Context: an optimization exercise on an open-source flow, tuned for small area, a short achievable clock period and few clock cycles. The choices shown serve that exercise and are no tape-out recipe. Where RTL was checked, it was by simulation tests only, not by an equivalence proof against the original. The RTL of runs 1 to 3 was laid out without a check of its function. Power is estimated from default activity; no workload was simulated.

==> design.v <==
module g2p_poly (
    input  wire        clk,
    input  wire        rst,         
    input  wire        cmd_valid,
    input  wire [31:0] cmd,
    input  wire [63:0] opa,
    input  wire [63:0] opb,
    output wire        cmd_ready,
    output reg         done,
    output reg  [3:0]  code,
    output reg         none,
    output reg  [63:0] res_lo,
    output reg  [63:0] res_hi
);
    localparam [3:0] C_OK       = 4'd0;
    localparam [3:0] C_ILLEGAL  = 4'd1;
    localparam [3:0] C_CONTRACT = 4'd9;
    localparam [2:0] S_IDLE = 3'd0;
    localparam [2:0] S_MUL  = 3'd1;
    localparam [2:0] S_RSET = 3'd2;
    localparam [2:0] S_REM  = 3'd3;
    localparam [2:0] S_IRR  = 3'd4;
    localparam [2:0] S_RDN  = 3'd5;
    function [6:0] mu_tab;
        input [6:0] t;
        begin
            case (t)
                7'd0: mu_tab = 7'h00;
                7'd1: mu_tab = 7'h01;
                7'd2: mu_tab = 7'h02;
                7'd3: mu_tab = 7'h03;
                7'd4: mu_tab = 7'h04;
                7'd5: mu_tab = 7'h05;
                7'd6: mu_tab = 7'h06;
                7'd7: mu_tab = 7'h07;
                7'd8: mu_tab = 7'h08;
                7'd9: mu_tab = 7'h09;
                7'd10: mu_tab = 7'h0a;
                7'd11: mu_tab = 7'h0b;
                7'd12: mu_tab = 7'h0c;
                7'd13: mu_tab = 7'h0d;
                7'd14: mu_tab = 7'h0e;
                7'd15: mu_tab = 7'h0f;
                7'd16: mu_tab = 7'h12;
                7'd17: mu_tab = 7'h13;
                7'd18: mu_tab = 7'h10;
                7'd19: mu_tab = 7'h11;
                7'd20: mu_tab = 7'h16;
                7'd21: mu_tab = 7'h17;
                7'd22: mu_tab = 7'h14;
                7'd23: mu_tab = 7'h15;
                7'd24: mu_tab = 7'h1a;
                7'd25: mu_tab = 7'h1b;
                7'd26: mu_tab = 7'h18;
                7'd27: mu_tab = 7'h19;
                7'd28: mu_tab = 7'h1e;
                7'd29: mu_tab = 7'h1f;
                7'd30: mu_tab = 7'h1c;
                7'd31: mu_tab = 7'h1d;
                7'd32: mu_tab = 7'h2a;
                7'd33: mu_tab = 7'h2b;
                7'd34: mu_tab = 7'h28;
                7'd35: mu_tab = 7'h29;
                7'd36: mu_tab = 7'h2e;
                7'd37: mu_tab = 7'h2f;
                7'd38: mu_tab = 7'h2c;
                7'd39: mu_tab = 7'h2d;
                7'd40: mu_tab = 7'h22;
                7'd41: mu_tab = 7'h23;
                7'd42: mu_tab = 7'h20;
                7'd43: mu_tab = 7'h21;
                7'd44: mu_tab = 7'h26;
                7'd45: mu_tab = 7'h27;
                7'd46: mu_tab = 7'h24;
                7'd47: mu_tab = 7'h25;
                7'd48: mu_tab = 7'h39;
                7'd49: mu_tab = 7'h38;
                7'd50: mu_tab = 7'h3b;
                7'd51: mu_tab = 7'h3a;
                7'd52: mu_tab = 7'h3d;
                7'd53: mu_tab = 7'h3c;
                7'd54: mu_tab = 7'h3f;
                7'd55: mu_tab = 7'h3e;
                7'd56: mu_tab = 7'h31;
                7'd57: mu_tab = 7'h30;
                7'd58: mu_tab = 7'h33;
                7'd59: mu_tab = 7'h32;
                7'd60: mu_tab = 7'h35;
                7'd61: mu_tab = 7'h34;
                7'd62: mu_tab = 7'h37;
                7'd63: mu_tab = 7'h36;
                7'd64: mu_tab = 7'h7f;
                7'd65: mu_tab = 7'h7e;
                7'd66: mu_tab = 7'h7d;
                7'd67: mu_tab = 7'h7c;
                7'd68: mu_tab = 7'h7a;
                7'd69: mu_tab = 7'h7b;
                7'd70: mu_tab = 7'h78;
                7'd71: mu_tab = 7'h79;
                7'd72: mu_tab = 7'h75;
                7'd73: mu_tab = 7'h74;
                7'd74: mu_tab = 7'h77;
                7'd75: mu_tab = 7'h76;
                7'd76: mu_tab = 7'h70;
                7'd77: mu_tab = 7'h71;
                7'd78: mu_tab = 7'h72;
                7'd79: mu_tab = 7'h73;
                7'd80: mu_tab = 7'h69;
                7'd81: mu_tab = 7'h68;
                7'd82: mu_tab = 7'h6b;
                7'd83: mu_tab = 7'h6a;
                7'd84: mu_tab = 7'h6c;
                7'd85: mu_tab = 7'h6d;
                7'd86: mu_tab = 7'h6e;
                7'd87: mu_tab = 7'h6f;
                7'd88: mu_tab = 7'h63;
                7'd89: mu_tab = 7'h62;
                7'd90: mu_tab = 7'h61;
                7'd91: mu_tab = 7'h60;
                7'd92: mu_tab = 7'h66;
                7'd93: mu_tab = 7'h67;
                7'd94: mu_tab = 7'h64;
                7'd95: mu_tab = 7'h65;
                7'd96: mu_tab = 7'h5b;
                7'd97: mu_tab = 7'h5a;
                7'd98: mu_tab = 7'h59;
                7'd99: mu_tab = 7'h58;
                7'd100: mu_tab = 7'h5e;
                7'd101: mu_tab = 7'h5f;
                7'd102: mu_tab = 7'h5c;
                7'd103: mu_tab = 7'h5d;
                7'd104: mu_tab = 7'h51;
                7'd105: mu_tab = 7'h50;
                7'd106: mu_tab = 7'h53;
                7'd107: mu_tab = 7'h52;
                7'd108: mu_tab = 7'h54;
                7'd109: mu_tab = 7'h55;
                7'd110: mu_tab = 7'h56;
                7'd111: mu_tab = 7'h57;
                7'd112: mu_tab = 7'h4c;
                7'd113: mu_tab = 7'h4d;
                7'd114: mu_tab = 7'h4e;
                7'd115: mu_tab = 7'h4f;
                7'd116: mu_tab = 7'h49;
                7'd117: mu_tab = 7'h48;
                7'd118: mu_tab = 7'h4b;
                7'd119: mu_tab = 7'h4a;
                7'd120: mu_tab = 7'h46;
                7'd121: mu_tab = 7'h47;
                7'd122: mu_tab = 7'h44;
                7'd123: mu_tab = 7'h45;
                7'd124: mu_tab = 7'h43;
                7'd125: mu_tab = 7'h42;
                7'd126: mu_tab = 7'h41;
                7'd127: mu_tab = 7'h40;
                default: mu_tab = 7'h00;
            endcase
        end
    endfunction
    function [7:0] irr_rom;
        input [6:0] i;
        begin
            case (i)
                7'd0: irr_rom = 8'hc0;
                7'd1: irr_rom = 8'h60;
                7'd2: irr_rom = 8'ha0;
                7'd3: irr_rom = 8'h30;
                7'd4: irr_rom = 8'h90;
                7'd5: irr_rom = 8'hf0;
                7'd6: irr_rom = 8'h28;
                7'd7: irr_rom = 8'h48;
                7'd8: irr_rom = 8'h78;
                7'd9: irr_rom = 8'hb8;
                7'd10: irr_rom = 8'hd8;
                7'd11: irr_rom = 8'he8;
                7'd12: irr_rom = 8'h0c;
                7'd13: irr_rom = 8'h24;
                7'd14: irr_rom = 8'h5c;
                7'd15: irr_rom = 8'h6c;
                7'd16: irr_rom = 8'h84;
                7'd17: irr_rom = 8'h9c;
                7'd18: irr_rom = 8'hb4;
                7'd19: irr_rom = 8'hcc;
                7'd20: irr_rom = 8'hd4;
                7'd21: irr_rom = 8'h06;
                7'd22: irr_rom = 8'h12;
                7'd23: irr_rom = 8'h1e;
                7'd24: irr_rom = 8'h22;
                7'd25: irr_rom = 8'h3a;
                7'd26: irr_rom = 8'h4e;
                7'd27: irr_rom = 8'h56;
                7'd28: irr_rom = 8'h72;
                7'd29: irr_rom = 8'h7e;
                7'd30: irr_rom = 8'h82;
                7'd31: irr_rom = 8'h96;
                7'd32: irr_rom = 8'ha6;
                7'd33: irr_rom = 8'haa;
                7'd34: irr_rom = 8'hca;
                7'd35: irr_rom = 8'hde;
                7'd36: irr_rom = 8'he2;
                7'd37: irr_rom = 8'hee;
                7'd38: irr_rom = 8'hfa;
                7'd39: irr_rom = 8'h1b;
                7'd40: irr_rom = 8'h1d;
                7'd41: irr_rom = 8'h2b;
                7'd42: irr_rom = 8'h2d;
                7'd43: irr_rom = 8'h39;
                7'd44: irr_rom = 8'h3f;
                7'd45: irr_rom = 8'h4d;
                7'd46: irr_rom = 8'h5f;
                7'd47: irr_rom = 8'h63;
                7'd48: irr_rom = 8'h65;
                7'd49: irr_rom = 8'h69;
                7'd50: irr_rom = 8'h71;
                7'd51: irr_rom = 8'h77;
                7'd52: irr_rom = 8'h7b;
                7'd53: irr_rom = 8'h87;
                7'd54: irr_rom = 8'h8b;
                7'd55: irr_rom = 8'h8d;
                7'd56: irr_rom = 8'h9f;
                7'd57: irr_rom = 8'ha3;
                7'd58: irr_rom = 8'ha9;
                7'd59: irr_rom = 8'hb1;
                7'd60: irr_rom = 8'hbd;
                7'd61: irr_rom = 8'hc3;
                7'd62: irr_rom = 8'hcf;
                7'd63: irr_rom = 8'hd7;
                7'd64: irr_rom = 8'hdd;
                7'd65: irr_rom = 8'he7;
                7'd66: irr_rom = 8'hf3;
                7'd67: irr_rom = 8'hf5;
                7'd68: irr_rom = 8'hf9;
                default: irr_rom = 8'h00;
            endcase
        end
    endfunction
    function [6:0] irr_last;
        input [3:0] h;
        begin
            case (h)
                4'd2: irr_last = 7'd0;
                4'd3: irr_last = 7'd2;
                4'd4: irr_last = 7'd5;
                4'd5: irr_last = 7'd11;
                4'd6: irr_last = 7'd20;
                4'd7: irr_last = 7'd38;
                4'd8: irr_last = 7'd68;
                default: irr_last = 7'd0;
            endcase
        end
    endfunction
    function [5:0] deg64;
        input [63:0] v;
        integer i;
        begin
            deg64 = 6'd0;
            for (i = 0; i < 64; i = i + 1)
                if (v[i]) deg64 = i[5:0];
        end
    endfunction
    function [3:0] lzb64;
        input [63:0] v;
        integer i;
        begin
            lzb64 = 4'd8;
            for (i = 0; i < 8; i = i + 1)
                if (v[8*i +: 8] != 8'd0) lzb64 = 4'd7 - i[3:0];
        end
    endfunction
    function [70:0] clmul8;
        input [63:0] a;
        input [7:0]  c;
        integer i;
        begin
            clmul8 = 71'd0;
            for (i = 0; i < 8; i = i + 1)
                if (c[i]) clmul8 = clmul8 ^ ({7'd0, a} << i);
        end
    endfunction
    function [63:0] rolb;
        input [63:0] v;
        input [2:0]  k;
        reg [127:0] t;
        begin
            t = {v, v} >> (7'd64 - {1'b0, k, 3'b000});
            rolb = t[63:0];
        end
    endfunction
    reg [2:0]   state;
    assign cmd_ready = (state == S_IDLE);
    reg [63:0]  A;         
    reg [63:0]  B;         
    reg [3:0]   cnt;       
    reg [3:0]   bi;        
    reg [2:0]   tq;        
    reg [2:0]   jb;        
    reg [3:0]   cm;        
    reg [6:0]   mu;        
    reg [14:0]  aw;        
    reg [7:0]   win;       
    reg [6:0]   pidx;
    reg [6:0]   plast;
    reg [7:0]   p1_f;
    reg         p1_v, p1_l;
    reg [7:0]   p2_d;
    reg [7:0]   p2_f;
    reg         p2_v, p2_l;
    wire        is_deg = (cmd == 32'h1);
    wire        is_add = (cmd == 32'h2);
    wire        is_mul = (cmd == 32'h3);
    wire        is_rem = (cmd == 32'h4);
    wire        is_irr = (cmd == 32'h5);
    wire [5:0]  da_in  = deg64(opa);
    wire        a_zero = (opa == 64'd0);
    wire        b_zero = (opb == 64'd0);
    wire [3:0]  za     = lzb64(opa);
    wire [3:0]  zb     = lzb64(opb);
    wire        swap   = (za > zb);
    wire [3:0]  zm     = swap ? za : zb;
    reg  [63:0] sa;
    integer     si;
    always @(*) begin
        sa[63] = opa[63];
        for (si = 62; si >= 0; si = si - 1)
            sa[si] = sa[si+1] | opa[si];
    end
    wire        rem_small = |(opb & ~sa);
    wire        irr_big   = (opa[63:17] != 47'd0);
    wire        irr_le1   = (opa[63:2] == 62'd0);
    wire        irr_le3   = (opa[63:4] == 60'd0);
    wire        irr_odd   = ^opa[16:0];
    wire [6:0]  irr_lst   = irr_last(da_in[4:1]);
    wire [5:0]  dm_in = deg64(opb);
    wire [6:0]  xc    = {1'b0, da_in} - {1'b0, dm_in} + 7'd8;
    wire [3:0]  cb    = xc[6:3];
    wire [63:0] lmask = cm[3] ? {64{1'b1}} : ({64{1'b1}} >> {cm[2:0], 3'b000});
    wire        in_idle = (state == S_IDLE);
    wire        rdn     = (state == S_RDN);
    wire [63:0] rot = rolb(in_idle ? opb : (rdn ? res_lo : B),
                           in_idle ? zb[2:0] : (rdn ? (3'd0 - jb) : (3'd0 - cm[2:0])));
    wire [63:0] lo0   = rot & lmask;
    wire [21:0] awv   = A[62:41] >> tq;
    wire        remst = (state == S_REM);
    wire [14:0] qprod = clmul8({8'd0, 1'b1, mu[6:0]} , win);
    wire [7:0]  q     = qprod[14:7];
    wire [71:0] bx    = {8'd0, B};
    wire [15:0] b16   = bx[{bi[2:0], 3'b000} +: 16];
    wire [7:0]  bbyte = bi[3] ? 8'd0 : b16[7:0];
    wire [15:0] w0v   = b16 >> tq;
    wire [7:0]  chunk = remst ? q : bbyte;
    wire [7:0]  sin   = remst ? bbyte : 8'd0;
    wire [70:0] prod  = clmul8(A, chunk);
    wire [127:0] acc_n = {res_hi[55:0], res_lo, sin} ^ {57'd0, prod};
    wire [14:0] f1v   = res_lo[54:40] >> tq;
    reg  [7:0]  pw;
    integer     ii, jj;
    always @(*) begin
        for (jj = 0; jj < 8; jj = jj + 1) begin
            pw[7-jj] = 1'b0;
            for (ii = 0; ii < 8; ii = ii + 1)
                pw[7-jj] = pw[7-jj] ^ (q[ii] & aw[14-jj-ii]);
        end
    end
    wire [7:0]  win_n = f1v[7:0] ^ pw;
    reg [24:0]  s1;
    reg [15:0]  s2;
    integer     pp;
    always @(*) begin
        s1 = {A[16:0], 8'd0};
        for (pp = 24; pp >= 16; pp = pp - 1)
            if (s1[pp]) s1 = s1 ^ ({16'd0, 1'b1, p1_f} << (pp - 8));
        s2 = {p2_d, 8'd0};
        for (pp = 15; pp >= 8; pp = pp - 1)
            if (s2[pp]) s2 = s2 ^ ({7'd0, 1'b1, p2_f} << (pp - 8));
    end
    wire        p_hit = p2_v & (s2[7:0] == 8'd0);
    always @(posedge clk) begin
        if (rst) begin
            state  <= S_IDLE;
            done   <= 1'b0;
            code   <= C_OK;
            none   <= 1'b0;
            res_lo <= 64'd0;
            res_hi <= 64'd0;
        end else begin
            done <= 1'b0;
            case (state)
                S_IDLE: begin
                    if (cmd_valid) begin
                        if (is_deg) begin
                            done   <= 1'b1;
                            code   <= C_OK;
                            none   <= a_zero;
                            res_lo <= {58'd0, da_in};
                            res_hi <= 64'd0;
                        end else if (is_add) begin
                            done   <= 1'b1;
                            code   <= C_OK;
                            none   <= 1'b0;
                            res_lo <= opa ^ opb;
                            res_hi <= 64'd0;
                        end else if (is_mul) begin
                            res_lo <= 64'd0;
                            res_hi <= 64'd0;
                            A      <= swap ? opb : opa;
                            B      <= swap ? opa : opb;
                            cnt    <= 4'd8 - zm;
                            bi     <= 4'd7 - zm;
                            if (zm == 4'd8) begin
                                done <= 1'b1;
                                code <= C_OK;
                                none <= 1'b0;
                            end else begin
                                state <= S_MUL;
                            end
                        end else if (is_rem) begin
                            if (b_zero) begin
                                done <= 1'b1;
                                code <= C_CONTRACT;
                            end else if (rem_small) begin
                                done   <= 1'b1;
                                code   <= C_OK;
                                none   <= 1'b0;
                                res_lo <= opa;
                                res_hi <= 64'd0;
                            end else begin
                                A      <= rot;
                                B      <= opa;
                                jb     <= zb[2:0];
                                tq     <= dm_in[2:0];
                                cnt    <= cb;
                                cm     <= cb - zb;
                                bi     <= cb + 4'd6 - zb;
                                res_hi <= 64'd0;
                                state  <= S_RSET;
                            end
                        end else if (is_irr) begin
                            if (irr_big) begin
                                done <= 1'b1;
                                code <= C_CONTRACT;
                            end else if (irr_le1 | ~opa[0] | ~irr_odd | irr_le3) begin
                                done   <= 1'b1;
                                code   <= C_OK;
                                none   <= 1'b0;
                                res_lo <= {63'd0, irr_le1 ? opa[1] : (opa[0] & irr_odd)};
                                res_hi <= 64'd0;
                            end else begin
                                A     <= opa;
                                pidx  <= 7'd1;
                                plast <= irr_lst;
                                p1_f  <= irr_rom(7'd0);
                                p1_v  <= 1'b1;
                                p1_l  <= (irr_lst == 7'd0);
                                p2_v  <= 1'b0;
                                state <= S_IRR;
                            end
                        end else begin
                            done <= 1'b1;
                            code <= C_ILLEGAL;
                        end
                    end
                end
                S_MUL: begin
                    {res_hi, res_lo} <= acc_n;
                    cnt <= cnt - 4'd1;
                    bi  <= bi - 4'd1;
                    if (cnt == 4'd1) begin
                        done  <= 1'b1;
                        code  <= C_OK;
                        none  <= 1'b0;
                        state <= S_IDLE;
                    end
                end
                S_RSET: begin
                    res_lo <= lo0;
                    bi     <= cm - 4'd1;
                    aw     <= awv[14:0];
                    mu     <= mu_tab(awv[14:8]);
                    win    <= w0v[7:0];
                    state  <= S_REM;
                end
                S_REM: begin
                    {res_hi, res_lo} <= acc_n;
                    win <= win_n;
                    cnt <= cnt - 4'd1;
                    bi  <= bi - 4'd1;
                    if (cnt == 4'd1) begin
                        if (jb == 3'd0) begin
                            done  <= 1'b1;
                            code  <= C_OK;
                            none  <= 1'b0;
                            state <= S_IDLE;
                        end else begin
                            state <= S_RDN;
                        end
                    end
                end
                S_RDN: begin
                    res_lo <= rot;
                    done   <= 1'b1;
                    code   <= C_OK;
                    none   <= 1'b0;
                    state  <= S_IDLE;
                end
                S_IRR: begin
                    pidx <= pidx + 7'd1;
                    p1_f <= irr_rom(pidx);
                    p1_v <= p1_v & ~p1_l;
                    p1_l <= (pidx == plast);
                    p2_d <= s1[15:8];
                    p2_f <= p1_f;
                    p2_v <= p1_v;
                    p2_l <= p1_l;
                    res_lo <= {63'd0, ~p_hit};
                    res_hi <= 64'd0;
                    if (p_hit | (p2_v & p2_l)) begin
                        done   <= 1'b1;
                        code   <= C_OK;
                        none   <= 1'b0;
                        state  <= S_IDLE;
                    end
                end
                default: state <= S_IDLE;
            endcase
        end
    end
endmodule
==> run.sh <==
#!/bin/bash
# synth_recipe.tcl (not shown) runs the flow's synth.tcl, then flattens the netlist and writes it again
# the make line also repeats each setting of config.mk as NAME=value (left out here)
make -C /OpenROAD-flow-scripts/flow DESIGN_CONFIG=/design/flow/config.mk WORK_HOME=/design/flow/orfs CLKGATE_MAP_FILE= SYNTH_SCRIPT=/design/flow/synth_recipe.tcl finish
==> config.mk <==
export PLATFORM = sky130hd
export DESIGN_NAME = g2p_poly
export DESIGN_NICKNAME = g2p_poly
export VERILOG_FILES = /design/flow/design.v
export SDC_FILE = /design/flow/constraint.sdc
export NUM_CORES = 4
export LEC_CHECK = 0
export CAP_MARGIN = 20
export CORE_MARGIN = 2
export CORE_UTILIZATION = 40
export SLEW_MARGIN = 20
==> constraint.sdc <==
create_clock -name core_clock -period 8.0 [get_ports {clk}]
set_input_delay 1.6000 -clock core_clock [delete_from_list [all_inputs] [get_ports {clk}]]
set_output_delay 1.6000 -clock core_clock [all_outputs]
set_load 0.01 [all_outputs]
==> results of run 1 <==
-- synthesized netlist by cell type, types with 71 or more instances --
cell	n	area share (%)
a211oi_1	88	1.8
a21oi_1	293	3.9
a22oi_1	117	2.4
clkbuf_1	350	3.5
dfxtp_1	143	7.7
edfxtp_1	217	17
inv_1	105	1.1
mux2i_1	192	5.1
nand2_1	1057	11
nor2_1	465	4.7
nor3_1	71	0.95
o21ai_0	260	3.5
xnor2_1	636	15
xor2_1	161	3.8
-- through the flow --
step	utilization (%)	TNS (ns)	instance area [µm²]	cells	setup WS, ns
6_report	46.64	0	43330	6368	0.2969
5_1_grt	46.63	-0.01108	43330	6366	-0.01108
4_1_cts	46.46	0	43170	6358	0.01387
3_5_place_dp	44.86	-2.082	41680	6273	-0.9401
3_3_place_gp	44.83	-1.999	41650	6271	-0.9554
2_1_floorplan	-	0	37320	4998	0.8561
-- flip-flops by register name, summed over array words and instances, names as in the netlist, 2 cells and up, named ones only --
| register | flops |
|---|---|
| p2_d | 8 |
| B | 64 |
| p1_f | 8 |
| win | 8 |
| p2_f | 8 |
| pidx | 7 |
| state | 3 |
| A | 64 |
| cnt | 4 |
| cm | 4 |
| res_hi | 64 |
| jb | 3 |
| code | 2 |
| plast | 7 |
| mu | 7 |
| aw | 14 |
| res_lo | 64 |
| bi | 4 |
| tq | 3 |
-- path summary, 6_finish.rpt --
path / from / to / slack (ns) / depth (start not counted)
min reg2reg: p1_l$_DFFE_PP_ / p2_l$_DFFE_PP_ / 0.46 / 0
max: opa[2] / bi[3]$_DFFE_PP_ / 0.30 / 35
max reg2reg: p2_d[6]$_DFFE_PP_ / res_lo[0]$_SDFFE_PP0P_ / 1.52 / 15
min: p1_l$_DFFE_PP_ / p2_l$_DFFE_PP_ / 0.46 / 0
-- critical path: cells and delay by family --
family	cells	cell delay (ns)
AOI/OAI and AO/OA	15	2.69
xor gates and xnor gates	4	0.59
adders and majority gates	5	1.17
buffers and inverters	5	1.02
and+or+nand+nor	6	0.97
-- layer usage --
layer | part of all wire, % | global-route usage [%]
met5 | 0.013 | 0
met4 | 4.8 | 13.32
met3 | 10 | 6.216
met2 | 43 | 50.36
met1 | 42 | 46.30
-- kinds of logic after synthesis --
family	Yosys count	synth area share, %
simple gates	1820	20.09
compound gates	1108	19.21
xor+xnor	810	19.51
buf+inv	568	5.914
flops	360	25.13
mux	281	8.449
fa+ha+maj	49	1.683
other cells	1	0.01005
-- report_power, final --
group	leakage (nW)	switching, mW	internal (mW)
clock	0.703	0.909	1.16
combinational	12.1	0.368	0.229
sequential	3.09	0.00157	1.96
total	15.9	1.28	3.35
-- final cells by class --
cell class	instances	area (µm²)
fill	9246	49580
multi-input combinational	4070	26040
sequential	360	9379
timing repair buffer	480	4444
tap	1254	1569
clock buffer	56	1220
inverter	113	426.7
clock inverter	28	236.5
antenna	7	17.52
-- repair_timing --
item,CTS,global route
hold buffers,0,0
gates cloned,0,0
pin swaps,1,22
endpoints found under the setup margin,1,1
resized for setup,4,26
buffers inserted,1,3
==> run notes, run 1 <==
Core ar. = 92910 µm²
Number of global-route vias before repair = 34890
Critical path launch point type = primary input
Post-Route WL = 165000 µm
Seq/Total Area, Yosys = 25.13%
Share of cells above drive strength 1 = 8.537%
Max-Cap Viols = 0
Post-synth EDFFs = 217
DRT iter0 DRCs = 5560
Leakage = 15.93 nW
Drt wl/cell = 25.91 µm
Final hold vios = 0
Most frequent cells in the layout = nand2_1, xnor2_1, nor2_1
Setup crit end kind = flop
Worst-path clk slew = 0.06 ns
Die height = 309.4 µm
Worst endpoint required time = 8.36 ns
Slew Viols, Final = 0
Crit path time final = 7.703 ns
Final setup viols = 0
Largest net degree at the start of global routing = 135
Vias = 38400
Critical Path Slowest Stage Cell = clkdlybuf4s50_1
Main synth FF type = edfxtp_1
Mapped cell area = 37320 µm²
Input/output buffers = 295
Pwr per Cell Area = 106.8 nW/µm²
Run status = complete, no violations
Clock skew = 0.01886 ns
Worst Path Arrival = 8.06 ns
Max VDD drop = 0.0001135 V
TritonCTS Buffers = 45
Drt drc = 0
Initial antenna violation count = 12
Starting Density = 40.17%
Vias per cell = 6.030
Post-DP HPWL = 124400 µm
Slew of the pin with the lowest slew margin = 1.185 ns
Total GRT Usage = 33.21%
Post-route clock period utilization = 96.29%
Placer Congestion = 1.080
Syn Area/Cell = 7.468 µm²
CTS Sinks = 360
Clock Tree Root = clkbuf_16
Area Growth Syn to Fin = 16.11%
Fmax = 0.1298 GHz
Clock Latency Late Sink = 0.60 ns
Most common cell on crit path = o31ai_1
Worst path max stage delay = 0.48 ns
Syn. warnings = 1
Tightest Hold Check Type = reg2reg
DRT Pass-1 Iters = 9
Yosys reg bits = 360
Most common cell after layout, fill and taps aside = nand2_1
Row cnt = 112
H-tree lvl count = 2
Post-synth ARST share = 0%
Kind of critical path = in2reg
Synth cell types = 99
WHS = 0.4560 ns
Die X = 309.4 µm
CTS tree = yes
Power Total = 4.626 mW
First-pass GRT wire length = 238500 µm
Final nets = 5282
Grt total ovfl = 0
Post-DRT Antenna Nets = 0
Cells after synthesis = 4997
I/O pin total = 298
Worst-path fanout max = 4
Total Die Area = 95760 µm²
Worst slew margin = 20.17%
Clock Tree Buf Depth = 3
==> run 2: changes to the inputs <==
--- a/design.v
+++ b/design.v
@@ -250,4 +250,142 @@
         end
     endfunction
+    function [11:0] prem_tab;
+        input       ge;
+        input [2:0] za;
+        input [2:0] zb;
+        begin
+            case ({ge, za, zb})
+                7'd0: prem_tab = {4'd15, 4'd0, 4'd6};
+                7'd1: prem_tab = {4'd0, 4'd0, 4'd6};
+                7'd2: prem_tab = {4'd1, 4'd0, 4'd6};
+                7'd3: prem_tab = {4'd2, 4'd0, 4'd6};
+                7'd4: prem_tab = {4'd3, 4'd0, 4'd6};
+                7'd5: prem_tab = {4'd4, 4'd0, 4'd6};
+                7'd6: prem_tab = {4'd5, 4'd0, 4'd6};
+                7'd7: prem_tab = {4'd6, 4'd0, 4'd6};
+                7'd8: prem_tab = {4'd14, 4'd15, 4'd5};
+                7'd9: prem_tab = {4'd15, 4'd15, 4'd5};
+                7'd10: prem_tab = {4'd0, 4'd15, 4'd5};
+                7'd11: prem_tab = {4'd1, 4'd15, 4'd5};
+                7'd12: prem_tab = {4'd2, 4'd15, 4'd5};
+                7'd13: prem_tab = {4'd3, 4'd15, 4'd5};
+                7'd14: prem_tab = {4'd4, 4'd15, 4'd5};
+                7'd15: prem_tab = {4'd5, 4'd15, 4'd5};
+                7'd16: prem_tab = {4'd13, 4'd14, 4'd4};
+                7'd17: prem_tab = {4'd14, 4'd14, 4'd4};
+                7'd18: prem_tab = {4'd15, 4'd14, 4'd4};
+                7'd19: prem_tab = {4'd0, 4'd14, 4'd4};
+                7'd20: prem_tab = {4'd1, 4'd14, 4'd4};
+                7'd21: prem_tab = {4'd2, 4'd14, 4'd4};
+                7'd22: prem_tab = {4'd3, 4'd14, 4'd4};
+                7'd23: prem_tab = {4'd4, 4'd14, 4'd4};
+                7'd24: prem_tab = {4'd12, 4'd13, 4'd3};
+                7'd25: prem_tab = {4'd13, 4'd13, 4'd3};
+                7'd26: prem_tab = {4'd14, 4'd13, 4'd3};
+                7'd27: prem_tab = {4'd15, 4'd13, 4'd3};
+                7'd28: prem_tab = {4'd0, 4'd13, 4'd3};
+                7'd29: prem_tab = {4'd1, 4'd13, 4'd3};
+                7'd30: prem_tab = {4'd2, 4'd13, 4'd3};
+                7'd31: prem_tab = {4'd3, 4'd13, 4'd3};
+                7'd32: prem_tab = {4'd11, 4'd12, 4'd2};
+                7'd33: prem_tab = {4'd12, 4'd12, 4'd2};
+                7'd34: prem_tab = {4'd13, 4'd12, 4'd2};
+                7'd35: prem_tab = {4'd14, 4'd12, 4'd2};
+                7'd36: prem_tab = {4'd15, 4'd12, 4'd2};
+                7'd37: prem_tab = {4'd0, 4'd12, 4'd2};
+                7'd38: prem_tab = {4'd1, 4'd12, 4'd2};
+                7'd39: prem_tab = {4'd2, 4'd12, 4'd2};
+                7'd40: prem_tab = {4'd10, 4'd11, 4'd1};
+                7'd41: prem_tab = {4'd11, 4'd11, 4'd1};
+                7'd42: prem_tab = {4'd12, 4'd11, 4'd1};
+                7'd43: prem_tab = {4'd13, 4'd11, 4'd1};
+                7'd44: prem_tab = {4'd14, 4'd11, 4'd1};
+                7'd45: prem_tab = {4'd15, 4'd11, 4'd1};
+                7'd46: prem_tab = {4'd0, 4'd11, 4'd1};
+                7'd47: prem_tab = {4'd1, 4'd11, 4'd1};
+                7'd48: prem_tab = {4'd9, 4'd10, 4'd0};
+                7'd49: prem_tab = {4'd10, 4'd10, 4'd0};
+                7'd50: prem_tab = {4'd11, 4'd10, 4'd0};
+                7'd51: prem_tab = {4'd12, 4'd10, 4'd0};
+                7'd52: prem_tab = {4'd13, 4'd10, 4'd0};
+                7'd53: prem_tab = {4'd14, 4'd10, 4'd0};
+                7'd54: prem_tab = {4'd15, 4'd10, 4'd0};
+                7'd55: prem_tab = {4'd0, 4'd10, 4'd0};
+                7'd56: prem_tab = {4'd8, 4'd9, 4'd15};
+                7'd57: prem_tab = {4'd9, 4'd9, 4'd15};
+                7'd58: prem_tab = {4'd10, 4'd9, 4'd15};
+                7'd59: prem_tab = {4'd11, 4'd9, 4'd15};
+                7'd60: prem_tab = {4'd12, 4'd9, 4'd15};
+                7'd61: prem_tab = {4'd13, 4'd9, 4'd15};
+                7'd62: prem_tab = {4'd14, 4'd9, 4'd15};
+                7'd63: prem_tab = {4'd15, 4'd9, 4'd15};
+                7'd64: prem_tab = {4'd0, 4'd1, 4'd7};
+                7'd65: prem_tab = {4'd1, 4'd1, 4'd7};
+                7'd66: prem_tab = {4'd2, 4'd1, 4'd7};
+                7'd67: prem_tab = {4'd3, 4'd1, 4'd7};
+                7'd68: prem_tab = {4'd4, 4'd1, 4'd7};
+                7'd69: prem_tab = {4'd5, 4'd1, 4'd7};
+                7'd70: prem_tab = {4'd6, 4'd1, 4'd7};
+                7'd71: prem_tab = {4'd7, 4'd1, 4'd7};
+                7'd72: prem_tab = {4'd15, 4'd0, 4'd6};
+                7'd73: prem_tab = {4'd0, 4'd0, 4'd6};
+                7'd74: prem_tab = {4'd1, 4'd0, 4'd6};
+                7'd75: prem_tab = {4'd2, 4'd0, 4'd6};
+                7'd76: prem_tab = {4'd3, 4'd0, 4'd6};
+                7'd77: prem_tab = {4'd4, 4'd0, 4'd6};
+                7'd78: prem_tab = {4'd5, 4'd0, 4'd6};
+                7'd79: prem_tab = {4'd6, 4'd0, 4'd6};
+                7'd80: prem_tab = {4'd14, 4'd15, 4'd5};
+                7'd81: prem_tab = {4'd15, 4'd15, 4'd5};
+                7'd82: prem_tab = {4'd0, 4'd15, 4'd5};
+                7'd83: prem_tab = {4'd1, 4'd15, 4'd5};
+                7'd84: prem_tab = {4'd2, 4'd15, 4'd5};
+                7'd85: prem_tab = {4'd3, 4'd15, 4'd5};
+                7'd86: prem_tab = {4'd4, 4'd15, 4'd5};
+                7'd87: prem_tab = {4'd5, 4'd15, 4'd5};
+                7'd88: prem_tab = {4'd13, 4'd14, 4'd4};
+                7'd89: prem_tab = {4'd14, 4'd14, 4'd4};
+                7'd90: prem_tab = {4'd15, 4'd14, 4'd4};
+                7'd91: prem_tab = {4'd0, 4'd14, 4'd4};
+                7'd92: prem_tab = {4'd1, 4'd14, 4'd4};
+                7'd93: prem_tab = {4'd2, 4'd14, 4'd4};
+                7'd94: prem_tab = {4'd3, 4'd14, 4'd4};
+                7'd95: prem_tab = {4'd4, 4'd14, 4'd4};
+                7'd96: prem_tab = {4'd12, 4'd13, 4'd3};
+                7'd97: prem_tab = {4'd13, 4'd13, 4'd3};
+                7'd98: prem_tab = {4'd14, 4'd13, 4'd3};
+                7'd99: prem_tab = {4'd15, 4'd13, 4'd3};
+                7'd100: prem_tab = {4'd0, 4'd13, 4'd3};
+                7'd101: prem_tab = {4'd1, 4'd13, 4'd3};
+                7'd102: prem_tab = {4'd2, 4'd13, 4'd3};
+                7'd103: prem_tab = {4'd3, 4'd13, 4'd3};
+                7'd104: prem_tab = {4'd11, 4'd12, 4'd2};
+                7'd105: prem_tab = {4'd12, 4'd12, 4'd2};
+                7'd106: prem_tab = {4'd13, 4'd12, 4'd2};
+                7'd107: prem_tab = {4'd14, 4'd12, 4'd2};
+                7'd108: prem_tab = {4'd15, 4'd12, 4'd2};
+                7'd109: prem_tab = {4'd0, 4'd12, 4'd2};
+                7'd110: prem_tab = {4'd1, 4'd12, 4'd2};
+                7'd111: prem_tab = {4'd2, 4'd12, 4'd2};
+                7'd112: prem_tab = {4'd10, 4'd11, 4'd1};
+                7'd113: prem_tab = {4'd11, 4'd11, 4'd1};
+                7'd114: prem_tab = {4'd12, 4'd11, 4'd1};
+                7'd115: prem_tab = {4'd13, 4'd11, 4'd1};
+                7'd116: prem_tab = {4'd14, 4'd11, 4'd1};
+                7'd117: prem_tab = {4'd15, 4'd11, 4'd1};
+                7'd118: prem_tab = {4'd0, 4'd11, 4'd1};
+                7'd119: prem_tab = {4'd1, 4'd11, 4'd1};
+                7'd120: prem_tab = {4'd9, 4'd10, 4'd0};
+                7'd121: prem_tab = {4'd10, 4'd10, 4'd0};
+                7'd122: prem_tab = {4'd11, 4'd10, 4'd0};
+                7'd123: prem_tab = {4'd12, 4'd10, 4'd0};
+                7'd124: prem_tab = {4'd13, 4'd10, 4'd0};
+                7'd125: prem_tab = {4'd14, 4'd10, 4'd0};
+                7'd126: prem_tab = {4'd15, 4'd10, 4'd0};
+                7'd127: prem_tab = {4'd0, 4'd10, 4'd0};
+                default: prem_tab = 12'd0;
+            endcase
+        end
+    endfunction
     function [5:0] deg64;
         input [63:0] v;
@@ -268,4 +406,26 @@
         end
     endfunction
+    function [7:0] lead8;
+        input [63:0] v;
+        integer i;
+        reg seen;
+        begin
+            seen  = 1'b0;
+            lead8 = 8'd0;
+            for (i = 7; i >= 0; i = i - 1) begin
+                if (!seen) lead8 = v[8*i +: 8];
+                seen = seen | (v[8*i +: 8] != 8'd0);
+            end
+        end
+    endfunction
+    function [2:0] deg8;
+        input [7:0] b;
+        integer i;
+        begin
+            deg8 = 3'd0;
+            for (i = 0; i < 8; i = i + 1)
+                if (b[i]) deg8 = i[2:0];
+        end
+    endfunction
     function [70:0] clmul8;
         input [63:0] a;
@@ -311,19 +471,14 @@
     wire        is_rem = (cmd == 32'h4);
     wire        is_irr = (cmd == 32'h5);
-    wire [5:0]  da_in  = deg64(opa);
-    wire        a_zero = (opa == 64'd0);
-    wire        b_zero = (opb == 64'd0);
     wire [3:0]  za     = lzb64(opa);
     wire [3:0]  zb     = lzb64(opb);
+    wire        a_zero = za[3];
+    wire        b_zero = zb[3];
+    wire [2:0]  ta     = deg8(lead8(opa));
+    wire [2:0]  tb     = deg8(lead8(opb));
+    wire [5:0]  da_in  = {~za[2:0], ta};      
     wire        swap   = (za > zb);
     wire [3:0]  zm     = swap ? za : zb;
-    reg  [63:0] sa;
-    integer     si;
-    always @(*) begin
-        sa[63] = opa[63];
-        for (si = 62; si >= 0; si = si - 1)
-            sa[si] = sa[si+1] | opa[si];
-    end
-    wire        rem_small = |(opb & ~sa);
+    wire        rem_small = a_zero | (za > zb) | ((za == zb) & (ta < tb));
     wire        irr_big   = (opa[63:17] != 47'd0);
     wire        irr_le1   = (opa[63:2] == 62'd0);
@@ -331,7 +486,5 @@
     wire        irr_odd   = ^opa[16:0];
     wire [6:0]  irr_lst   = irr_last(da_in[4:1]);
-    wire [5:0]  dm_in = deg64(opb);
-    wire [6:0]  xc    = {1'b0, da_in} - {1'b0, dm_in} + 7'd8;
-    wire [3:0]  cb    = xc[6:3];
+    wire [11:0] ptab  = prem_tab(ta >= tb, za[2:0], zb[2:0]);
     wire [63:0] lmask = cm[3] ? {64{1'b1}} : ({64{1'b1}} >> {cm[2:0], 3'b000});
     wire        in_idle = (state == S_IDLE);
@@ -392,5 +545,5 @@
                             code   <= C_OK;
                             none   <= a_zero;
-                            res_lo <= {58'd0, da_in};
+                            res_lo <= {58'd0, a_zero ? 6'd0 : da_in};
                             res_hi <= 64'd0;
                         end else if (is_add) begin
@@ -405,6 +558,6 @@
                             A      <= swap ? opb : opa;
                             B      <= swap ? opa : opb;
-                            cnt    <= 4'd8 - zm;
-                            bi     <= 4'd7 - zm;
+                            cnt    <= {1'b0, ~zm[2:0]};
+                            bi     <= {1'b0, ~zm[2:0]};
                             if (zm == 4'd8) begin
                                 done <= 1'b1;
@@ -428,8 +581,8 @@
                                 B      <= opa;
                                 jb     <= zb[2:0];
-                                tq     <= dm_in[2:0];
-                                cnt    <= cb;
-                                cm     <= cb - zb;
-                                bi     <= cb + 4'd6 - zb;
+                                tq     <= tb;
+                                cnt    <= ptab[11:8];
+                                cm     <= ptab[7:4];
+                                bi     <= ptab[3:0];
                                 res_hi <= 64'd0;
                                 state  <= S_RSET;
@@ -465,5 +618,5 @@
                     cnt <= cnt - 4'd1;
                     bi  <= bi - 4'd1;
-                    if (cnt == 4'd1) begin
+                    if (cnt == 4'd0) begin
                         done  <= 1'b1;
                         code  <= C_OK;
@@ -485,5 +638,5 @@
                     cnt <= cnt - 4'd1;
                     bi  <= bi - 4'd1;
-                    if (cnt == 4'd1) begin
+                    if (cnt == 4'd0) begin
                         if (jb == 3'd0) begin
                             done  <= 1'b1;
==> run notes, run 2 <==
Final Util = 47.09%
WHS = 0.4465 ns
Largest net degree at the start of global routing = 68
First-pass GRT wire length = 238900 µm
Hold depth = 0
Synth top area share = 17.86%
Synth cell count leaders = nand2_1, xnor2_1, nor2_1
Final WS setup = 0.8580 ns
Largest area contributor in the netlist = edfxtp_1
Clock skew = 0.03798 ns
Final nets = 5101
Vias per cell = 6.119
Total GRT Usage = 34.14%
Post-CTS Hold Buffers = 0
Syn. warnings = 1
Worst-path clk slew = 0.07 ns
Share of cells above drive strength 1 = 8.381%
Worst endpoint required time = 8.48 ns
Final Instance Area = 42450 µm²
Leakage = 15.58 nW
Run status = complete, no violations
Grt total ovfl = 0
Clock Tree Root = clkbuf_16
Post-DP Area = 40920 µm²
Drt drc = 0
Synth cell types = 100
Post-CTS setup buffer count = 0
Multi-input gate area = 25560 µm²
Post-route clock period utilization = 89.28%
Total Die Area = 93630 µm²
CTS resizes = 0
Final setup viols = 0
Synth top area cells = edfxtp_1, xnor2_1, nand2_1
Hold Startpoint = p1_l$_DFFE_PP_
Crit path time final = 7.142 ns
Max-Cap Viols = 0
Kind of critical path = in2reg
Main synth FF type = edfxtp_1
Drt wl/cell = 27.15 µm
Pwr per Cell Area = 109.6 nW/µm²
CTS Sinks = 360
Tightest Hold Check Type = reg2reg
Cells after synthesis = 4775
Slew of the pin with the lowest slew margin = 1.121 ns
TritonCTS Buffers = 44
Number of global-route vias before repair = 33940
Area Growth Syn to Fin = 16.37%
RSZ-0062 raised after global routing = false
DRT Pass-1 Iters = 6
Vias = 37370
Critical path launch point type = primary input
Post-DRT Antenna Nets = 0
Max VDD drop = 0.0001330 V
Most common cell after layout, fill and taps aside = nand2_1
Placer Congestion = 1.035
Yosys reg bits = 360
Core ar. = 90150 µm²
Most frequent cells in the layout = nand2_1, xnor2_1, nor2_1
Worst R2R Start = p2_f[6]$_DFFE_PP_
Mapped cell area = 36480 µm²
Fill cell count = 8879
Place WS = 0.5954 ns
Worst-path fanout max = 23
Reg-to-Reg End = state[1]$_SDFFE_PP0P_
I/O pin total = 298
Starting Density = 40.47%
Post-DP HPWL = 125200 µm
Post-synth ARST share = 0%
Clock Latency Late Sink = 0.61 ns
Setup crit end kind = flop
Worst Hold End = p2_l$_DFFE_PP_
DRT iter0 DRCs = 6026
Clock Tree Buf Depth = 3
Row cnt = 110
Reg2Reg Depth = 15
Die height = 306.0 µm
Worst slew margin = 24.50%
Final hold vios = 0
Initial antenna violation count = 5
Worst Path Arrival = 7.62 ns
Seq/Total Area, Yosys = 25.71%
Die X = 306.0 µm
Register area = 9379 µm²
H-tree lvl count = 2
Input/output buffers = 295
Slew Viols, Final = 0
Post-synth EDFFs = 217
R2R Setup Slk = 1.85 ns
CTS tree = yes
Syn Area/Cell = 7.640 µm²
Fmax = 0.1400 GHz
Most frequent cell after synthesis = nand2_1
Setup TNS = 0 ns
Post-Route WL = 165700 µm
run 2: cell types whose count changed after synthesis, sizes merged, moves of 48 or more:
cell | previous run | this run
a211oi | 90 | 34
clkbuf | 370 | 317
inv | 110 | 62
nor2 | 466 | 361
o21ai | 272 | 326
xnor2 | 636 | 567
xor2 | 162 | 232
run 2: critical path: stages:
cell and delay (ns):
clkdlybuf4s50_1 0.64, or4_1 0.71, nor2_1 0.47, nand2_1 0.26, nor2_1 0.40, a221oi_1 0.24, o211ai_1 0.13, o21ai_0 0.17
nand2_1 0.12, o21a_1 0.50, ha_1 0.35, nor2b_1 0.13, o21ai_0 0.14, nand2b_1 0.15, o21ai_0 0.20, nor3_1 0.14
a211oi_4 0.33, buf_12 0.22, buf_4 0.23, o21ai_0 0.11, a221oi_1 0.28, nor2_1 0.09
run 2: power by group:
group / switching, mW / internal [mW] / total, mW
clock network: 0.910 / 1.23 / 2.14
logic: 0.349 / 0.204 / 0.553
registers: 0.00143 / 1.96 / 1.96
total: 1.26 / 3.39 / 4.65
run 2: area by class of cell:
cell class              count  area share (%)
repair buffers            447           10.04
clock buffers              60           3.104
inverters                  67          0.5924
diodes                      2         0.01179
flip-flops and latches    360           22.09
well taps                1176           3.466
multi-input cells        3972           60.21
clock inverters            22          0.4804
run 2: logic make-up (layout without fill, tap and decap cells):
logic type | Yosys count | in the layout | share of synthesized area [%]
adders and majority gates | 46 | 46 | 1.578
xor gates and xnor gates | 808 | 808 | 19.82
and+or+nand+nor | 1743 | 1743 | 19.80
AOI/OAI and AO/OA | 1041 | 1041 | 18.28
other | 1 | 4 | 0.01028
buffers and inverters | 444 | 596 | 4.788
DFF | 360 | 360 | 25.71
muxes | 332 | 332 | 10.02
run 2: stage by stage:
step / instances / power, mW
after global placement: 6022 / 2.518
after detailed placement: 6022 / 2.516
after floorplan: 4776 / 2.210
final: 6106 / 4.653
after global routing: 6105 / 4.736
after CTS: 6104 / 4.630
run 2: layer usage:
| layer | routed length, µm | global-route usage (%) | part of all wire, % | vias to the layer above |
|---|---|---|---|---|
| met5 | 24 | 0 | 0.014 | - |
| met4 | 9489 | 16.60 | 5.7 | 4 |
| met3 | 20060 | 8.426 | 12 | 371 |
| met2 | 67490 | 48.16 | 41 | 2341 |
| met1 | 68680 | 48.21 | 41 | 17910 |
| li1 | - | - | - | 16740 |
run 2: worst max path at each step:
stage / from / end / slack (ns) / cells past startpoint
floorplan: opa[59] / A[0]$_DFFE_PP_ / 0.68 / 16
detailed placement: opb[63] / res_lo[59]$_SDFFE_PP0P_ / 0.60 / 24
global placement: opb[63] / cnt[2]$_DFFE_PP_ / 0.58 / 25
global route: opb[41] / res_lo[45]$_SDFFE_PP0P_ / 0.63 / 24
finish: opb[48] / res_lo[20]$_SDFFE_PP0P_ / 0.86 / 22
CTS: opb[63] / res_lo[59]$_SDFFE_PP0P_ / 1.21 / 24
==> run 3: changes to the inputs <==
--- a/config.mk
+++ b/config.mk
@@ -6,6 +6,8 @@
 export NUM_CORES = 4
 export LEC_CHECK = 0
+export ABC_CLOCK_PERIOD_IN_PS = 3500
 export CAP_MARGIN = 20
 export CORE_MARGIN = 2
 export CORE_UTILIZATION = 40
+export SETUP_SLACK_MARGIN = 3.5
 export SLEW_MARGIN = 20
==> run notes, run 3 <==
Post-Route WL = 187400 µm
Slew Viols, Final = 0
Most common cell after layout, fill and taps aside = nand2_1
Core ar. = 90150 µm²
Syn Area/Cell = 7.640 µm²
Hold Startpoint = p1_l$_DFFE_PP_
WHS = 0.4547 ns
Setup crit end kind = flop
Cells after synthesis = 4775
Most common cell on crit path = buf_12
Number of global-route vias before repair = 36400
CTS tree = yes
Setup TNS = 0 ns
I/O pin total = 298
Switching pwr = 1.330 mW
Vias = 40190
Largest area contributor in the netlist = edfxtp_1
Initial antenna violation count = 7
Final Util = 54.53%
Max VDD drop = 0.0001436 V
Synth top area cells = edfxtp_1, xnor2_1, nand2_1
Synth cell types = 100
Synth top area share = 17.86%
Main synth FF type = edfxtp_1
Clock Tree Root = clkbuf_16
Worst-path fanout max = 6
First-pass GRT wire length = 262800 µm
Reg-to-Reg End = state[1]$_SDFFE_PP0P_
Reg2Reg Depth = 16
Run status = complete, no violations
Final setup viols = 0
Leakage = 18.87 nW
TritonCTS Buffers = 44
Seq/Total Area, Yosys = 25.71%
Critical Path Slowest Stage Cell = or4_1
Fmax = 0.1753 GHz
Final nets = 5441
Starting Density = 40.47%
Die height = 306.0 µm
Setup crit start = opb[61]
Worst endpoint required time = 8.49 ns
Power Total = 4.629 mW
Logic gate share of total power = 14.4%
Clock skew = 0.04148 ns
Syn. warnings = 1
Die X = 306.0 µm
R2R Setup Slk = 2.74 ns
Most frequent cells in the layout = nand2_1, xnor2_1, nor2_1
Final WS setup = 2.294 ns
Total Die Area = 93630 µm²
Grt total ovfl = 0
Slew of the pin with the lowest slew margin = 1.192 ns
Total GRT Usage = 38.03%
Final hold vios = 0
Post-DP HPWL = 127700 µm
Mapped cell area = 36480 µm²
Flop pwr share = 42.3%
Crit path time final = 5.706 ns
H-tree lvl count = 2
Clock Latency Late Sink = 0.63 ns
Share of cells above drive strength 1 = 21.91%
Worst Path Arrival = 6.19 ns
Most frequent cell after synthesis = nand2_1
Power Internal = 3.299 mW
Worst R2R Start = p2_f[7]$_DFFE_PP_
Critical path launch point type = primary input
Post-synth EDFFs = 217
Worst slew margin = 19.73%
Synth cell count leaders = nand2_1, xnor2_1, nor2_1
Max-Cap Viols = 0
Post-synth ARST share = 0%
Area Growth Syn to Fin = 34.75%
Input/output buffers = 295
Post-CTS Hold Buffers = 0
Placer Congestion = 1.052
Vias per cell = 6.235
Post-DRT Antenna Nets = 0
Clock Tree Buf Depth = 3
Clock Power Share = 43.3%
Largest net degree at the start of global routing = 79
Post-route clock period utilization = 71.33%
Worst path max stage delay = 0.52 ns
RSZ-0062 raised after global routing = true
Worst-path clk slew = 0.06 ns
DRT iter0 DRCs = 6367
Yosys reg bits = 360
Place WS = 0.7299 ns
Kind of critical path = in2reg
DRT Pass-1 Iters = 7
Switching Fraction = 28.73%
Row cnt = 110
Fill cell count = 8195
CTS Sinks = 360
Pwr per Cell Area = 94.16 nW/µm²
Crit path to = res_lo[46]$_SDFFE_PP0P_
Tightest Hold Check Type = reg2reg
Drt drc = 0
Drt wl/cell = 29.07 µm
==> run 3: cell counts after synthesis <==
Identical to the previous run, type by type.
==> run 3: critical path: cells and delay by family <==
kind,cells,cell delay [ns]
and+or+nand+nor,9,1.82
adders and majority gates,1,0.14
buffers and inverters,7,0.96
AOI/OAI and AO/OA,11,1.64
==> run 3: how the worst min path moves through the flow <==
stage / endpoint / slack [ns] / depth (start not counted)
6_report: p2_l$_DFFE_PP_ / 0.45 / 0
5_1_grt: p2_l$_DFFE_PP_ / 0.47 / 0
4_1_cts: p2_l$_DFFE_PP_ / 0.45 / 0
3_5_place_dp: p2_l$_DFFE_PP_ / 0.43 / 0
3_3_place_gp: p2_l$_DFFE_PP_ / 0.42 / 0
2_1_floorplan: p2_l$_DFFE_PP_ / 0.42 / 0
==> run 3: layout make-up <==
| cell class | count | area (µm²) | share of cell area [%] |
|---|---|---|---|
| antenna | 3 | 7.507 | 0.01527 |
| clock buffer | 54 | 1170 | 2.380 |
| clock inverter | 27 | 207.7 | 0.4225 |
| inverter | 67 | 322.8 | 0.6567 |
| multi-input combinational | 3979 | 27990 | 56.93 |
| sequential | 360 | 9384 | 19.09 |
| tap | 1176 | 1471 | 2.993 |
| timing repair buffer | 778 | 8574 | 17.44 |
| timing repair inverter | 2 | 32.53 | 0.06618 |
==> run 3: cells by family after synthesis <==
group	share of synthesized area [%]
muxes	10.02
xor gates and xnor gates	19.82
AOI/OAI and AO/OA	18.28
DFF	25.71
adders and majority gates	1.578
and+or+nand+nor	19.80
other	0.01028
buffers and inverters	4.788
==> run 3: layer usage <==
metal	up-vias	GRT usage, %	routed length (µm)
li1	17460	-	-
met1	19080	51.07	72040
met4	4	20.59	13920
met3	634	11.56	25770
met5	-	0	24
met2	3013	54.30	75630
==> run 3: per-stage QoR <==
stage,cell area [µm²],std cells
floorplan,37240,4776
global placement,41270,6024
detailed placement,41270,6024
CTS,47120,6323
global route,49150,6443
finish,49160,6446
==> run 3: repair_timing <==
action                     4_1_cts  5_1_grt
pin swaps                      130      145
hold endpoints to repair         0        0
resized for setup              570      311
cloned                          47       13
setup endpoints to repair      473      439
buffers inserted               171      107
==> run 3: power by group through the flow <==
stage / combinational [mW] / clock, mW / sequential, mW
5_1_grt: 0.670 / 2.07 / 1.96
4_1_cts: 0.586 / 2.01 / 1.96
3_3_place_gp: 0.533 / 0 / 2.00
3_5_place_dp: 0.529 / 0 / 2.00
2_1_floorplan: 0.223 / 0 / 2.00
6_report: 0.665 / 2.01 / 1.96
==> run 4: changes to the inputs <==
--- a/design.v
+++ b/design.v
@@ -428,4 +428,30 @@
         end
     endfunction
+    function ult4;
+        input [3:0] x;
+        input [3:0] y;
+        integer i;
+        reg eq;
+        begin
+            ult4 = 1'b0;
+            eq   = 1'b1;
+            for (i = 3; i >= 0; i = i - 1) begin
+                ult4 = ult4 | (eq & ~x[i] & y[i]);
+                eq   = eq & ~(x[i] ^ y[i]);
+            end
+        end
+    endfunction
+    function [63:0] smear;
+        input [63:0] v;
+        integer i, k;
+        reg [63:0] t;
+        begin
+            t = v;
+            for (k = 1; k < 64; k = k * 2)
+                for (i = 0; i < 64; i = i + 1)
+                    if (i + k < 64) t[i] = t[i] | t[i+k];
+            smear = t;
+        end
+    endfunction
     function [70:0] clmul8;
         input [63:0] a;
@@ -456,4 +482,6 @@
     reg [2:0]   jb;        
     reg [3:0]   cm;        
+    reg [2:0]   ta_r;      
+    reg [2:0]   za_r;      
     reg [6:0]   mu;        
     reg [14:0]  aw;        
@@ -478,7 +506,7 @@
     wire [2:0]  tb     = deg8(lead8(opb));
     wire [5:0]  da_in  = {~za[2:0], ta};      
-    wire        swap   = (za > zb);
+    wire        swap   = ult4(zb, za);
     wire [3:0]  zm     = swap ? za : zb;
-    wire        rem_small = a_zero | (za > zb) | ((za == zb) & (ta < tb));
+    wire        rem_small = |(opb & ~smear(opa));
     wire        irr_big   = (opa[63:17] != 47'd0);
     wire        irr_le1   = (opa[63:2] == 62'd0);
@@ -486,10 +514,14 @@
     wire        irr_odd   = ^opa[16:0];
     wire [6:0]  irr_lst   = irr_last(da_in[4:1]);
-    wire [11:0] ptab  = prem_tab(ta >= tb, za[2:0], zb[2:0]);
-    wire [63:0] lmask = cm[3] ? {64{1'b1}} : ({64{1'b1}} >> {cm[2:0], 3'b000});
+    wire        irr_imm   = irr_le1 | ~opa[0] | ~irr_odd | irr_le3;
+    wire        res_we    = is_deg | is_add | is_mul | (is_rem & ~b_zero) |
+                            (is_irr & ~irr_big);
+    wire [11:0] ptab  = prem_tab(~ult4({1'b0, ta_r}, {1'b0, tq}), za_r, jb);
+    wire [3:0]  cmc   = ptab[7:4];
+    wire [63:0] lmask = cmc[3] ? {64{1'b1}} : ({64{1'b1}} >> {cmc[2:0], 3'b000});
     wire        in_idle = (state == S_IDLE);
     wire        rdn     = (state == S_RDN);
     wire [63:0] rot = rolb(in_idle ? opb : (rdn ? res_lo : B),
-                           in_idle ? zb[2:0] : (rdn ? (3'd0 - jb) : (3'd0 - cm[2:0])));
+                           in_idle ? zb[2:0] : (rdn ? (3'd0 - jb) : (3'd0 - cmc[2:0])));
     wire [63:0] lo0   = rot & lmask;
     wire [21:0] awv   = A[62:41] >> tq;
@@ -498,5 +530,6 @@
     wire [7:0]  q     = qprod[14:7];
     wire [71:0] bx    = {8'd0, B};
-    wire [15:0] b16   = bx[{bi[2:0], 3'b000} +: 16];
+    wire [3:0]  bsel  = (state == S_RSET) ? ptab[3:0] : bi;
+    wire [15:0] b16   = bx[{bsel[2:0], 3'b000} +: 16];
     wire [7:0]  bbyte = bi[3] ? 8'd0 : b16[7:0];
     wire [15:0] w0v   = b16 >> tq;
@@ -541,23 +574,31 @@
                 S_IDLE: begin
                     if (cmd_valid) begin
-                        if (is_deg) begin
-                            done   <= 1'b1;
-                            code   <= C_OK;
-                            none   <= a_zero;
-                            res_lo <= {58'd0, a_zero ? 6'd0 : da_in};
-                            res_hi <= 64'd0;
-                        end else if (is_add) begin
-                            done   <= 1'b1;
-                            code   <= C_OK;
-                            none   <= 1'b0;
-                            res_lo <= opa ^ opb;
+                        A     <= is_rem ? rot : ((is_mul & swap) ? opb : opa);
+                        B     <= (is_mul & ~swap) ? opb : opa;
+                        jb    <= zb[2:0];
+                        tq    <= tb;
+                        ta_r  <= ta;
+                        za_r  <= za[2:0];
+                        cnt   <= {1'b0, ~zm[2:0]};
+                        bi    <= {1'b0, ~zm[2:0]};
+                        pidx  <= 7'd1;
+                        plast <= irr_lst;
+                        p1_f  <= irr_rom(7'd0);
+                        p1_v  <= 1'b1;
+                        p1_l  <= (irr_lst == 7'd0);
+                        p2_v  <= 1'b0;
+                        if (res_we) begin
+                            res_lo <= is_mul ? 64'd0 :
+                                      is_deg ? {58'd0, a_zero ? 6'd0 : da_in} :
+                                      is_add ? (opa ^ opb) :
+                                      is_irr ? {63'd0, irr_le1 ? opa[1] : (opa[0] & irr_odd)} :
+                                      opa;
                             res_hi <= 64'd0;
+                        end
+                        if (is_deg | is_add) begin
+                            done <= 1'b1;
+                            code <= C_OK;
+                            none <= is_deg & a_zero;
                         end else if (is_mul) begin
-                            res_lo <= 64'd0;
-                            res_hi <= 64'd0;
-                            A      <= swap ? opb : opa;
-                            B      <= swap ? opa : opb;
-                            cnt    <= {1'b0, ~zm[2:0]};
-                            bi     <= {1'b0, ~zm[2:0]};
                             if (zm == 4'd8) begin
                                 done <= 1'b1;
@@ -572,19 +613,9 @@
                                 code <= C_CONTRACT;
                             end else if (rem_small) begin
-                                done   <= 1'b1;
-                                code   <= C_OK;
-                                none   <= 1'b0;
-                                res_lo <= opa;
-                                res_hi <= 64'd0;
+                                done <= 1'b1;
+                                code <= C_OK;
+                                none <= 1'b0;
                             end else begin
-                                A      <= rot;
-                                B      <= opa;
-                                jb     <= zb[2:0];
-                                tq     <= tb;
-                                cnt    <= ptab[11:8];
-                                cm     <= ptab[7:4];
-                                bi     <= ptab[3:0];
-                                res_hi <= 64'd0;
-                                state  <= S_RSET;
+                                state <= S_RSET;
                             end
                         end else if (is_irr) begin
@@ -592,18 +623,9 @@
                                 done <= 1'b1;
                                 code <= C_CONTRACT;
-                            end else if (irr_le1 | ~opa[0] | ~irr_odd | irr_le3) begin
-                                done   <= 1'b1;
-                                code   <= C_OK;
-                                none   <= 1'b0;
-                                res_lo <= {63'd0, irr_le1 ? opa[1] : (opa[0] & irr_odd)};
-                                res_hi <= 64'd0;
+                            end else if (irr_imm) begin
+                                done <= 1'b1;
+                                code <= C_OK;
+                                none <= 1'b0;
                             end else begin
-                                A     <= opa;
-                                pidx  <= 7'd1;
-                                plast <= irr_lst;
-                                p1_f  <= irr_rom(7'd0);
-                                p1_v  <= 1'b1;
-                                p1_l  <= (irr_lst == 7'd0);
-                                p2_v  <= 1'b0;
                                 state <= S_IRR;
                             end
@@ -627,5 +649,7 @@
                 S_RSET: begin
                     res_lo <= lo0;
-                    bi     <= cm - 4'd1;
+                    cm     <= cmc;
+                    cnt    <= ptab[11:8];
+                    bi     <= cmc - 4'd1;
                     aw     <= awv[14:0];
                     mu     <= mu_tab(awv[14:8]);
--- a/config.mk
+++ b/config.mk
@@ -6,8 +6,7 @@
 export NUM_CORES = 4
 export LEC_CHECK = 0
-export ABC_CLOCK_PERIOD_IN_PS = 3500
 export CAP_MARGIN = 20
 export CORE_MARGIN = 2
 export CORE_UTILIZATION = 40
-export SETUP_SLACK_MARGIN = 3.5
+export SETUP_SLACK_MARGIN = 3.0
 export SLEW_MARGIN = 20
==> run notes, run 4 <==
Worst-path clk slew = 0.06 ns
CTS Sinks = 362
Total Die Area = 97220 µm²
Hold depth = 0
Kind of critical path = in2reg
Number of global-route vias before repair = 37230
Core ar. = 93610 µm²
First-pass GRT wire length = 269900 µm
Drt wl/cell = 29.90 µm
Final hold vios = 0
Vias per cell = 6.341
Seq/Total Area, Yosys = 24.91%
Fmax = 0.1968 GHz
Initial antenna violation count = 16
TritonCTS Buffers = 47
Vias = 41070
Power Total = 6.033 mW
Final nets = 5375
Worst slew margin = 24.24%
Share of cells above drive strength 1 = 14.53%
Starting Density = 40.48%
Pwr per Cell Area = 129.2 nW/µm²
Most frequent cells in the layout = nand2_1, xnor2_1, nor2_1
Placer Congestion = 1.063
H-tree lvl count = 2
Max VDD drop = 0.0001787 V
Crit path time final = 5.080 ns
Synth top area cells = edfxtp_1, xnor2_1, nand2_1
Post-Route WL = 193700 µm
Run status = complete, no violations
Row cnt = 112
Worst-path fanout max = 9
Setup TNS = 0 ns
Syn. warnings = 1
Mapped cell area = 37900 µm²
Clock Tree Buf Depth = 3
Yosys reg bits = 362
Largest net degree at the start of global routing = 120
Setup crit end kind = flop
Post-DRT Antenna Nets = 0
Clock Tree Root = clkbuf_16
Final setup viols = 0
Cells after synthesis = 4939
I/O pin total = 298
Clock Latency Late Sink = 0.64 ns
Syn Area/Cell = 7.673 µm²
Post-DP HPWL = 139000 µm
Synth cell count leaders = nand2_1, xnor2_1, a21oi_1
Input/output buffers = 295
DRT Pass-1 Iters = 8
Max-Cap Viols = 0
Die height = 311.8 µm
Worst endpoint required time = 8.33 ns
Main synth FF type = edfxtp_1
Reg2Reg Depth = 14
DRT iter0 DRCs = 6263
Synth cell types = 126
Synth top area share = 17.35%
Critical path launch point type = primary input
CTS tree = yes
Worst Path Arrival = 5.41 ns
Drt drc = 0
Most common cell after layout, fill and taps aside = nand2_1
Most frequent cell after synthesis = nand2_1
Post-synth ARST share = 0%
Leakage = 17.04 nW
Post-synth EDFFs = 219
Grt total ovfl = 0
Largest area contributor in the netlist = edfxtp_1
Slew Viols, Final = 0
Slew of the pin with the lowest slew margin = 1.136 ns
Die X = 311.8 µm
RSZ-0062 raised after global routing = true
Total GRT Usage = 37.47%
Post-route clock period utilization = 63.50%
Area Growth Syn to Fin = 23.18%
Tightest Hold Check Type = reg2reg
Clock skew = 0.06114 ns
==> run 4: critical path, stage by stage <==
cell and delay, ns:
clkdlybuf4s50_1 0.66, nor4_1 0.28, buf_4 0.18, and3b_1 0.31, and2_2 0.31, nand2_1 0.08
nand2_1 0.31, clkinv_1 0.16, nor2_1 0.14, o221ai_2 0.11, nand2_2 0.13, nor2_4 0.05
buf_12 0.16, buf_16 0.17, mux2i_1 0.16, o21ai_0 0.58
==> run 4: cell families (layout without fill, tap and decap cells) <==
logic type / after synthesis / in the layout / share of synthesized area (%)
AOI/OAI and AO/OA: 1239 / 1244 / 21.04
xor gates and xnor gates: 744 / 744 / 17.61
adders and majority gates: 40 / 40 / 1.317
buffers and inverters: 467 / 730 / 5.127
DFF: 362 / 362 / 24.91
muxes: 326 / 327 / 10.01
other: 1 / 14 / 0.009895
and+or+nand+nor: 1760 / 1762 / 19.97
==> run 4: path summary, 6_finish.rpt <==
path / from / slack, ns / endpoint
setup / recovery: opa[30] / 2.92 / A[39]$_DFFE_PP_
hold reg to reg: p1_l$_DFFE_PP_ / 0.47 / p2_l$_DFFE_PP_
hold / removal: p1_l$_DFFE_PP_ / 0.47 / p2_l$_DFFE_PP_
setup reg to reg: tq[2]$_SDFFCE_PP1P_ / 3.03 / res_lo[17]$_SDFFE_PP0P_
==> run 4: layer usage <==
layer | vias to the layer above | GRT usage, % | wire, µm
met5 | - | 0 | 93
li1 | 17880 | - | -
met3 | 686 | 12.54 | 25500
met2 | 2830 | 53.52 | 78680
met1 | 19660 | 48.14 | 73660
met4 | 14 | 23.87 | 15710
==> run 4: layout make-up <==
type / instances / area, µm²
tap: 1254 / 1569
clock inverter: 21 / 205.2
clock buffer: 66 / 1319
timing repair buffer: 555 / 5549
inverter: 84 / 350.3
multi-input combinational: 4119 / 28170
timing repair inverter: 4 / 43.79
sequential: 362 / 9440
fill: 9289 / 46930
antenna: 12 / 30.03
==> run 4: where the power goes <==
part | internal [mW] | switching [mW] | leakage, nW
registers | 2.05 | 0.0917 | 3.16
clock network | 1.25 | 0.930 | 0.750
logic | 0.692 | 1.03 | 13.1
total | 3.99 | 2.05 | 17.0
==> run 4: repair_timing <==
action | CTS | global route
pin swaps | 26 | 52
hold buffers | 0 | 0
setup buffers | 59 | 79
endpoints found under the setup margin | 283 | 252
gates cloned | 15 | 8
gates resized for setup | 195 | 183
==> run 4: stage by stage <==
stage | util, % | setup slack (ns) | hold slack (ns) | cell area, µm² | cells
floorplan | - | 2.739 | 0.4207 | 38370 | 4940
global placement | 45.03 | 1.059 | 0.4296 | 42150 | 6217
detailed placement | 45.03 | 0.9446 | 0.4355 | 42150 | 6217
CTS | 48.21 | 2.920 | 0.4641 | 45130 | 6378
global route | 49.83 | 2.878 | 0.4704 | 46650 | 6465
finish | 49.87 | 2.920 | 0.4677 | 46680 | 6477
Testbench counts of run 4, summed over its fixed seeds: cycles 16,292.

==> static timing again, ports no longer ideal <==
No port has a modelled driver above. Below, the same layouts with a new extraction and two added sets of constraints. Step 1: set_driving_cell puts a clkbuf_16 on clk and a buf_2 on each other input, an assumption about the parent block. Step 2 adds t to the input delays and takes it off the output delays; t is the mean of the earliest and latest rising clock arrival at the registers after step 1. Input paths then give back, and output paths get back, about the clock's delay inside the block. a / b / c = ideal ports / drivers / drivers and shift; a / b = the first two.
run	t, ns	slack for setup (ns)	clock arrival spread, ns	worst register clock-pin slew, ns
run 1	0.663	0.297 / 0.343 / -0.320	0.020 / 0.020	0.07 / 0.07
run 2	0.663	0.858 / 0.901 / 0.238	0.038 / 0.038	0.07 / 0.07
run 3	0.677	2.294 / 2.315 / 1.638	0.041 / 0.041	0.08 / 0.08
run 4	0.676	2.920 / 2.960 / 2.284	0.062 / 0.062	0.07 / 0.07
With both steps, setup timing fails in run 1, where it was met with ideal ports. The setup slack of run 3, which loses most, moves by +0.021 ns with the drivers and by -0.656 ns with both steps.
